Source: an optimization exercise on an open RTL-to-GDS flow (aim: small area, a short achievable clock period and few clock cycles per item). Production flows keep margins and buffers that such runs may drop.
In this exercise RTL edits were held to simulation tests only and were not proved equivalent to the original.
Power figures rest on the tool's default switching activity, not on a simulated workload.

==> flow/design.v <==
module crsf_framer (
    input  wire       clk,
    input  wire       rst,         
    input  wire       in_valid,
    input  wire [7:0] in_data,
    output wire       in_ready,
    output wire       out_valid,
    output wire [7:0] out_data,
    output wire       out_last,
    input  wire       out_ready
);
    localparam [1:0] M_SEEK  = 2'd0,    
                     M_HSYNC = 2'd1,    
                     M_CAND  = 2'd2;    
    localparam TAPG = 16;                
    localparam RDG  = 8;                 
    function automatic [7:0] crc8_step(input [7:0] r, input [7:0] d);
        integer k;
        reg [7:0] c;
        begin
            c = r ^ d;
            for (k = 0; k < 8; k = k + 1)
                c = c[7] ? ((c << 1) ^ 8'hD5) : (c << 1);
            crc8_step = c;
        end
    endfunction
    function automatic is_sync(input [7:0] b);
        is_sync = (b == 8'hC8) || (b == 8'hEA) || (b == 8'hEC) || (b == 8'hEE);
    endfunction
    function automatic len_ok(input [7:0] b);
        len_ok = (b[7:6] == 2'b00) && (b[5:1] != 5'd0) && (b[5:0] != 6'd63);
    endfunction
    reg  [7:0] ring [0:63];
    reg  [5:0] base;               
    reg  [5:0] ph;                 
    reg  [6:0] wr;                 
    reg        in_rdy;
    reg  [6:0] ra;                 
    reg  [5:0] ra_ph;              
    reg  [7:0] rd;
    reg        rd_v;
    reg        ra_live;            
    reg        fl;                 
    reg  [1:0] mode;
    reg  [6:0] s;                  
    reg  [5:0] k;                  
    reg  [7:0] crc;
    reg  [6:0] nxt;                
    reg        nxt_v;
    reg        psync;              
    reg  [6:0] q0, q1, q2;         
    reg  [1:0] qn;
    reg        qfull;              
    reg        e_act;
    reg  [6:0] e;                  
    reg  [5:0] e_ph;               
    reg  [1:0] eph;                
    reg  [5:0] rem;                
    reg        el;                 
    reg  [7:0] od;                 
    reg        ol;
    reg        ov;
    reg  [7:0] oc;                 
    reg        ocl;
    reg        gr;                 
    reg  [5:0] pa;                 
    wire [7:0] pdat = ring[pa - (pa % RDG)];
    wire       wen = in_valid && in_rdy;
    integer i;
    always @(posedge clk) begin
        for (i = 0; i < 64; i = i + 1) begin
            if (i % TAPG == 1 && wen && ph == i)
                ring[i] <= in_data;
            else
                ring[i] <= ring[(i + 63) % 64];
        end
    end
    wire [6:0] rp    = ra - 7'd1;     
    wire       avail = ra_live ? wen : (gr && !fl && (ra_ph % RDG == 0));
    always @(posedge clk)
        rd <= ra_live ? in_data : pdat;
    wire       sy    = is_sync(rd);
    wire       lv    = len_ok(rd);
    wire [7:0] crc_n = crc8_step(crc, rd);
    wire       last  = (k == 6'd0);
    wire       pass  = (crc == rd);
    wire       chk      = rd_v && (mode == M_CAND) && last;
    wire       commit   = chk && pass && !qfull;
    wire       stall    = chk && pass && qfull;
    wire       rewind   = chk && !pass && nxt_v;
    wire       flush    = stall || rewind;
    wire [6:0] flush_to = stall ? rp : (nxt + 7'd1);
    wire [6:0] ra_inc  = ra + {6'd0, avail};
    wire       live_nx = ra_live ? 1'b1 : (avail && !wen && (ra + 7'd1 == wr));
    wire [5:0] ra_ph_nx = fl ? (base + 6'd1 - ra[5:0]) : avail ? ra_ph : ra_ph + 6'd1;
    always @(posedge clk) begin
        if (rst) begin
            ra      <= 7'd0;
            ra_ph   <= 6'd0;
            rd_v    <= 1'b0;
            ra_live <= 1'b1;
            fl      <= 1'b0;
        end else begin
            ra      <= flush ? flush_to : ra_inc;
            ra_ph   <= ra_ph_nx;
            rd_v    <= avail && !flush;
            ra_live <= live_nx && !flush;
            fl      <= flush;
        end
    end
    always @(posedge clk) begin
        if (rst) begin
            mode  <= M_SEEK;
            nxt_v <= 1'b0;
        end else if (rd_v) begin
            case (mode)
                M_SEEK: begin
                    if (sy) begin
                        mode <= M_HSYNC;
                        s    <= rp;
                    end
                end
                M_HSYNC: begin
                    if (lv) begin
                        mode  <= M_CAND;
                        k     <= rd[5:0] - 6'd1;
                        crc   <= 8'h00;
                        nxt_v <= 1'b0;
                        psync <= 1'b0;
                    end else if (sy) begin
                        s    <= rp;
                    end else begin
                        mode <= M_SEEK;
                    end
                end
                default: begin
                    if (!last) begin
                        crc   <= crc_n;
                        k     <= k - 6'd1;
                        psync <= sy;
                        if (psync && lv && !nxt_v) begin
                            nxt   <= rp - 7'd1;
                            nxt_v <= 1'b1;
                        end
                    end else if (pass) begin
                        if (!qfull)
                            mode <= M_SEEK;
                    end else if (nxt_v) begin
                        mode <= M_HSYNC;
                        s    <= nxt;
                    end else if (psync && lv) begin
                        s     <= rp - 7'd1;
                        k     <= rd[5:0] - 6'd1;
                        crc   <= 8'h00;
                        nxt_v <= 1'b0;
                        psync <= 1'b0;
                    end else if (sy) begin
                        mode <= M_HSYNC;
                        s    <= rp;
                    end else begin
                        mode <= M_SEEK;
                    end
                end
            endcase
        end
    end
    wire       issue   = e_act && !gr && (!ov || out_ready) && (e_ph % RDG == 0);
    wire       pop     = qn != 2'd0 && (!e_act || (issue && el));
    wire [6:0] e_nx    = pop ? q0 : e + {6'd0, issue};
    wire [5:0] e_ph_nx = pop ? (base + 6'd1 - q0[5:0]) : issue ? e_ph : e_ph + 6'd1;
    wire [1:0] qn_nx   = qn + {1'b0, commit} - {1'b0, pop};
    wire       full_hi = pop ? (qn == 2'd3 && chk) : (qn == 2'd3 || (qn == 2'd2 && chk));
    wire       gr_nx   = !live_nx && !full_hi;
    always @(posedge clk) begin
        if (rst) begin
            gr <= 1'b0;
            pa <= 6'd0;
        end else begin
            gr <= gr_nx;
            pa <= gr_nx ? ra_ph_nx : e_ph_nx;
        end
    end
    wire [7:0] od_nx = issue ? pdat : oc;
    wire       ol_nx = issue ? el : ocl;
    always @(posedge clk) begin
        od <= od_nx;
        ol <= ol_nx;
        if (issue) begin
            oc  <= od_nx;
            ocl <= ol_nx;
        end
    end
    always @(posedge clk) begin
        if (rst) begin
            ov    <= 1'b0;
            e_act <= 1'b0;
            qn    <= 2'd0;
            qfull <= 1'b0;
            el    <= 1'b0;
        end else begin
            ov   <= issue || (ov && !out_ready);
            e    <= e_nx;
            e_ph <= e_ph_nx;
            if (pop)
                el <= 1'b0;
            else if (issue)
                el <= (eph == 2'd2) && (rem == 6'd2);
            if (pop) begin
                eph   <= 2'd0;
                e_act <= 1'b1;
            end else if (issue) begin
                if (eph == 2'd0) begin
                    eph <= 2'd1;
                end else if (eph == 2'd1) begin
                    eph <= 2'd2;
                    rem <= pdat[5:0];
                end else begin
                    rem <= rem - 6'd1;
                    if (rem == 6'd1)
                        e_act <= 1'b0;
                end
            end
            if (pop) begin
                q0 <= (qn == 2'd1) ? s : q1;
                q1 <= (qn == 2'd2) ? s : q2;
                q2 <= s;
            end else begin
                if (qn == 2'd0) q0 <= s;
                if (qn == 2'd1) q1 <= s;
                if (qn == 2'd2) q2 <= s;
            end
            qn    <= qn_nx;
            qfull <= (qn_nx == 2'd3);
        end
    end
    wire [6:0] front = e_act ? e : (qn != 2'd0) ? q0 : (mode == M_SEEK) ? rp : s;
    reg  [6:0] front_q;
    wire [6:0] used  = wr - front_q;
    wire [5:0] ph_nx = wen ? ph : ph + 6'd1;
    always @(posedge clk) begin
        if (rst) begin
            base    <= 6'd0;
            ph      <= 6'd1;
            wr      <= 7'd0;
            front_q <= 7'd0;
            in_rdy  <= 1'b1;
        end else begin
            base    <= base + 6'd1;
            ph      <= ph_nx;
            wr      <= wr + {6'd0, wen};
            front_q <= front;
            in_rdy  <= (ph_nx % TAPG == 1) && (({1'b0, used} + {7'd0, wen}) <= 8'd63);
        end
    end
    assign in_ready  = in_rdy;
    assign out_valid = ov;
    assign out_data  = od;
    assign out_last  = ol;
endmodule
==> flow/config.mk <==
export PLATFORM = sky130hd
export DESIGN_NAME = crsf_framer
export DESIGN_NICKNAME = crsf_framer
export VERILOG_FILES = /design/flow/design.v
export SDC_FILE = /design/flow/constraint.sdc
export NUM_CORES = 4
export LEC_CHECK = 0
export ABC_CLOCK_PERIOD_IN_PS = 3000
export CAP_MARGIN = 20
export CORE_MARGIN = 2
export CORE_UTILIZATION = 55
export CTS_CLUSTER_DIAMETER = 100
export CTS_CLUSTER_SIZE = 20
export SETUP_SLACK_MARGIN = 5
export SLEW_MARGIN = 20
==> flow/constraint.sdc <==
create_clock -name core_clock -period 8.0 [get_ports {clk}]
set_input_delay 1.6000 -clock core_clock [delete_from_list [all_inputs] [get_ports {clk}]]
set_output_delay 1.6000 -clock core_clock [all_outputs]
set_load 0.01 [all_outputs]
standard.sh (not shown) runs the stock make flow with config.mk's settings and CLKGATE_MAP_FILE= SYNTH_SCRIPT=/design/flow/synth_recipe.tcl, a recipe that flattens the netlist after the stock synthesis.
==> flow/flow/run.sh <==
#!/bin/bash
# The standard ORFS flow (the standard.sh, synthesis unchanged) with two
# changes to how the layout is made:
#   - port buffers use a regular buffer cell (buf_4) instead of a delay cell;
#   - timing repair aims for a setup slack of MARGIN ns at the fixed clock.
# The make output goes to flow_make.log; ORFS keeps each step's log under orfs/logs.
set -euo pipefail
MARGIN=5.3
sed "s/SETUP_SLACK_MARGIN=[0-9.]*/SETUP_SLACK_MARGIN=${MARGIN}/" standard.sh > standard_margin.sh
export BUFFER_PORTS_ARGS="-buffer_cell sky130_fd_sc_hd__buf_4"
bash standard_margin.sh > flow_make.log 2>&1
The first run went through all stages and came out clean.
Testbench counts at the start, summed over its fixed seeds: cycles 35,006, bytes 32,000.
Edit:
--- a/flow/flow/run.sh
+++ b/flow/flow/run.sh
@@ -7,3 +7,3 @@
 set -euo pipefail
-MARGIN=5.3
+MARGIN=5.4
 sed "s/SETUP_SLACK_MARGIN=[0-9.]*/SETUP_SLACK_MARGIN=${MARGIN}/" standard.sh > standard_margin.sh
CORE_UTILIZATION = 40   (was 55)
Non-clock buffer count rose by 3.
Wire length rises slightly.
Combinational power rose by a few percent.
Cell count increases by roughly a tenth.
Area after synthesis is unchanged.

Setup of 10-04:
crsf_framer, a different RTL version from the one above (not shown whole).
Size: ~2,300 cells after synthesis, about 670 flip-flops, roughly 23 I/O pins, about 0.024 mm² of cells after synthesis.
export LEC_CHECK = 0
export ABC_CLOCK_PERIOD_IN_PS = 3000
export CAP_MARGIN = 20
export CORE_MARGIN = 2
export CORE_UTILIZATION = 55
export CTS_CLUSTER_DIAMETER = 100
export CTS_CLUSTER_SIZE = 25
export SETUP_SLACK_MARGIN = 5
export SLEW_MARGIN = 20
create_clock -name core_clock -period 8.0 [get_ports {clk}]
==> flow/flow/run.sh <==
#!/bin/bash
# The standard ORFS flow (the standard.sh, synthesis unchanged) with two
# changes to how the layout is made:
#   - port buffers use a regular buffer cell (buf_4) instead of a delay cell;
#   - timing repair aims for a setup slack of MARGIN ns at the fixed clock.
# The make output goes to flow_make.log; ORFS keeps each step's log under orfs/logs.
set -euo pipefail
MARGIN=5.3
sed "s/SETUP_SLACK_MARGIN=[0-9.]*/SETUP_SLACK_MARGIN=${MARGIN}/" standard.sh > standard_margin.sh
export BUFFER_PORTS_ARGS="-buffer_cell sky130_fd_sc_hd__buf_4"
bash standard_margin.sh > flow_make.log 2>&1
The final layout from 10-04, which completed every stage, passed the timing, design-rule and antenna checks at the end of the flow.
Testbench counts of 10-04, summed over its fixed seeds: cycles 34,275, bytes 32,000.
Input-level comparison between 09-10 and 10-04:
diff --git a/flow/flow/run.sh b/flow/flow/run.sh
--- a/flow/flow/run.sh
+++ b/flow/flow/run.sh
@@ -6,5 +6,5 @@
 # The make output goes to flow_make.log; ORFS keeps each step's log under orfs/logs.
 set -euo pipefail
-MARGIN=5.3
+MARGIN=5.4
 sed "s/SETUP_SLACK_MARGIN=[0-9.]*/SETUP_SLACK_MARGIN=${MARGIN}/" standard.sh > standard_margin.sh
 export BUFFER_PORTS_ARGS="-buffer_cell sky130_fd_sc_hd__buf_4"
diff --git a/flow/config.mk b/flow/config.mk
--- a/flow/config.mk
+++ b/flow/config.mk
@@ -9,5 +9,5 @@
 export CAP_MARGIN = 20
 export CORE_MARGIN = 2
-export CORE_UTILIZATION = 55
+export CORE_UTILIZATION = 40
 export CTS_CLUSTER_DIAMETER = 100
 export CTS_CLUSTER_SIZE = 25
[compare] base=10-04 new=09-10: clock transition at the registers of the reported paths did not really move; ratio of final minimum period to clock period went up; design internal power went down; number of tap cells inserted went up.
10-04 → 09-10: logic gate share of total power lower; number of vias after detailed routing lower; site row count higher; final standard cell area without fillers roughly the same.
As of 09-10, detailed route wirelength on metal2 had fallen by more than 10% compared to 10-04.

==> afterwards: timing with drivers on the ports <==
The results above use ideal ports. As a check the final layouts listed here were re-extracted and re-timed, cells and wires unchanged.
Step 1 (the two cells are an assumption about what drives the block):
set clk [get_ports {clk}]
set_driving_cell -lib_cell sky130_fd_sc_hd__clkbuf_16 $clk
set_driving_cell -lib_cell sky130_fd_sc_hd__buf_2 [delete_from_list [all_inputs] $clk]
Step 2 times the ports against the registers' clock, not the clock port: input delays grow and output delays shrink by t, the midpoint of the rising clock arrivals with the driver on.
Slacks: ideal ports / drivers / drivers and shift; pairs: ideal ports / drivers.
run	t (ns)	setup WS [ns]	worst hold slack (ns)	clock arrival spread, ns
the first run of note 1	0.601	5.251 / 5.216 / 4.672	0.310 / 0.310 / 0.310	0.043 / 0.043
the second run of note 1	0.603	5.296 / 5.311 / 4.710	0.315 / 0.315 / 0.315	0.036 / 0.035
10-04	0.677	5.277 / 5.220 / 4.634	0.341 / 0.341 / 0.341	0.020 / 0.021
09-10	0.694	5.258 / 5.197 / 4.713	0.319 / 0.319 / 0.319	0.047 / 0.047
After both steps every run listed still meets setup and hold. For 10-04, which loses most, drivers alone change the setup slack by -0.057 ns; drivers and shift together by -0.643 ns.
